From an optimization exercise on the open Yosys and OpenROAD flow, aimed at small area, a short achievable clock period and few clock cycles per item; shortcuts taken in it are not production practice. Only simulation tests tie the RTL to the original design; equivalence was not proved. Power is estimated from default activity; no workload was simulated.

before:
Design flt_engine, start of the top module:
module flt_engine (
    input  wire        clk,
    input  wire        rst,
    input  wire        cmd_valid,
    output reg         cmd_ready,
    input  wire [2:0]  cmd_op,
    input  wire [31:0] cmd_data,
    output reg         res_valid,
    output wire [31:0] res_data
);
Size: about 7600 cells after synthesis, roughly 540 flip-flops.
Settings: LEC_CHECK=0, CAP_MARGIN=20, CORE_MARGIN=2, CORE_UTILIZATION=40, SLEW_MARGIN=20; clock period 20.0 ns.
standard.sh (not shown) runs the stock make flow with config.mk's settings and CLKGATE_MAP_FILE= SYNTH_SCRIPT=/design/flow/synth_recipe.tcl, a recipe that flattens the netlist after the stock synthesis.
==> flow/flow/run.sh <==
#!/bin/bash
set -euo pipefail
bash standard.sh SETUP_SLACK_MARGIN=8 TNS_END_PERCENT=100 finish > flow_make.log 2>&1
before went all the way through synthesis, placement and routing and the layout is clean on timing, DRC and antenna.
Testbench counts of before, summed over its fixed seeds: cycles 53,547, items 20,202.
The inputs of after differ from those of before as listed below.
--- a/flow/design.v
+++ b/flow/design.v
@@ -284,20 +284,19 @@
     reg [31:0] xc;              
     reg [3:0]  lp;
     reg [2:0]  hp;
     reg [5:0]  bp;
     reg [1:0]  ct;
     reg        pend;            
     reg [31:0] mr0, mr1, ar0, ar1;
     reg        dv;
     reg  [3:0]  dcnt;
-    reg [24:0] rem;
-    reg [DS-1:0] q;
+    reg        dfirst;          
     reg [7:0]  dea;
     assign res_data = y1;
     function automatic [31:0] daz(input [31:0] v);
         daz = (v[30:23] == 8'd0) ? 32'd0 : v;
     endfunction
     function automatic flt_lt(input [31:0] p, input [31:0] r);
         reg [31:0] pp, qq;
         begin
             pp = daz(p);
@@ -336,19 +335,19 @@
         input [5:0] b, input [1:0] c, input pd, input dlast);
         reg [5:0] om, oa;
         begin
             {oa, om} = occ(l, h, b, c);
             case (op)
                 OP_ALPHA:  can_issue = ~pd & ~l[0] & ~|h[1:0];
                 OP_BETA:   can_issue = ~|b[1:0];
                 OP_GAMMA:  can_issue = ~|b[2:0];
                 OP_DELTA:  can_issue = ~|b[3:0];
-                OP_CUTOFF: can_issue = ~pd & ~om[0] & ~oa[1];
+                OP_CUTOFF: can_issue = ~pd & ~b[0] & ~om[0] & ~oa[1];
                 OP_MODE:   can_issue = 1'b1;
                 OP_CLEAR:  can_issue = ~|l & ~|h & ~|b;
                 default: begin  
                     if (pd & ~dlast)
                         can_issue = 1'b0;
                     else if (md == 2'd0)
                         can_issue = ~l[0] & ~|h[1:0] & ~|b[4:0]
                                   & ~om[1] & ~om[2] & ~oa[0] & ~oa[3];
                     else if (md == 2'd1)
@@ -395,50 +394,47 @@
                    | ({32{s_ab_x1}} & x1) | ({32{s_ab_y1}} & y1) | ({32{s_ab_x2}} & x2);
     wire [31:0] a_y;
     fp32_add u_add (.a(aa), .b(ab), .sub(asub), .y(a_y));
     wire [23:0] dvs = {1'b1, ar0[22:0]};
     reg  [24:0] rr;
     reg  [DK-1:0] qb;
     reg  [25:0] df;
     integer k;
     always @* begin
-        rr = rem;
+        rr = dfirst ? {2'b01, mr0[22:0]} : mr0[24:0];
         for (k = DK - 1; k >= 0; k = k - 1) begin
             df = {1'b0, rr} - {2'b00, dvs};
             qb[k] = ~df[25];
             rr = df[25] ? rr : df[24:0];
             rr = {rr[23:0], 1'b0};
         end
     end
-    wire [DS-1:0] qf = {q[DS-DK-1:0], qb};
+    wire [DS-1:0] qf = {xc[DS-DK-1:0], qb};
     wire          qi = qf[DS-1];
     wire [23:0]   dm = qi ? qf[DS-1:DS-24] : qf[DS-2:DS-25];
     wire          dg = qi ? qf[DS-25] : qf[DS-26];
     wire          dsx = (qi ? |qf[DS-26:0] : |qf[DS-27:0]) | (rr != 25'd0);
     wire          dup = dg & (dsx | dm[0]);
     wire [24:0]   dmr = {1'b0, dm} + {24'd0, dup};
     wire [9:0]    dex = {2'b00, dea} - {2'b00, ar0[30:23]} + 10'd126 + {9'd0, qi} + {9'd0, dmr[24]};
     wire [31:0]   dq  = {1'b0, dex[7:0], dmr[24] ? dmr[23:1] : dmr[22:0]};
     wire done_y = lp[3] | hp[2] | bp[5];
     wire [31:0] yv = hp[2] ? m_y : a_y;
     always @(posedge clk) begin
         if (is_run | is_cut) xc <= (op0 == OP_CUTOFF) ? fc_clp : d0;
+        else if (dv) xc[DS-1:0] <= qf;
         if (lp[1] | bp[2] | ct[0]) mr0 <= m_y;
+        else if (dv) mr0[24:0] <= rr;
+        dfirst <= ct[1];
         if (lp[2] | bp[3] | bp[4]) mr1 <= m_y;
         if (lp[0] | hp[0] | hp[1] | bp[0] | ct[1]) ar0 <= a_y;
         if (bp[4]) ar1 <= a_y;
-        if (ct[1]) begin
-            rem <= {2'b01, mr0[22:0]};
-            dea <= mr0[30:23];
-        end else if (dv) begin
-            rem <= rr;
-            q   <= qf;
-        end
+        if (ct[1]) dea <= mr0[30:23];
         if (acc) d0 <= cmd_data;
         op0 <= op0_n;
         dcnt <= dcnt_n;
         if (rst) begin
             mode      <= 2'd0;
             alpha     <= 32'd0;
             beta      <= 32'd0;
             gamma     <= 32'd0;
             delta     <= 32'd0;
## What came out
Looking only at fraction of met3 tracks used by global routing, and setting everything else aside, the higher value of after and before goes to before. Summary of after over before: total power consumption of the routed design down 640 uW, final-layout clock buffer total down 13%, routed metal-1 wire length up about 3%. after vs before: count of clock tree sinks down. after vs before — die area dropped about 2.2%. Against before as the reference, after delivers a lower number of buffers inserted during clock tree synthesis. after vs. before: number of antenna violations at the first check in global routing lower; final cell count roughly the same. Any difference in final clock period utilization by the worst path between after and before is small enough to ignore. Register-to-register setup slack ended up 30 ps higher on after than on before. before was larger in final cell area than after. Relative to before, layout overhead on the synthesized area has gone up in after.
Testbench counts of after, summed over its fixed seeds: cycles 53,547, items 20,202.

[separate check: timing with driven ports]
The results above use ideal ports. As a check the final layouts listed here were re-extracted and re-timed, cells and wires unchanged. Step 1, drivers: a clkbuf_16 drives clk and a buf_2 each remaining input, both assumed. Step 2, shift: input delay + t, output delay - t, t = (earliest + latest rising clock arrival at the registers) / 2. This alone moves slack from input paths to output paths. Slacks: no drivers / after step 1 / after step 2; pairs: no drivers / after step 1.
run | t, ns | setup slack, ns | worst register clock-pin slew, ns | worst data-port slew with drivers (ns)
before | 0.710 | 8.332 / 8.332 / 8.332 | 0.07 / 0.07 | 0.06
after | 0.693 | 8.361 / 8.361 / 8.361 | 0.07 / 0.07 | 0.09
After both steps every run listed still meets setup and hold.
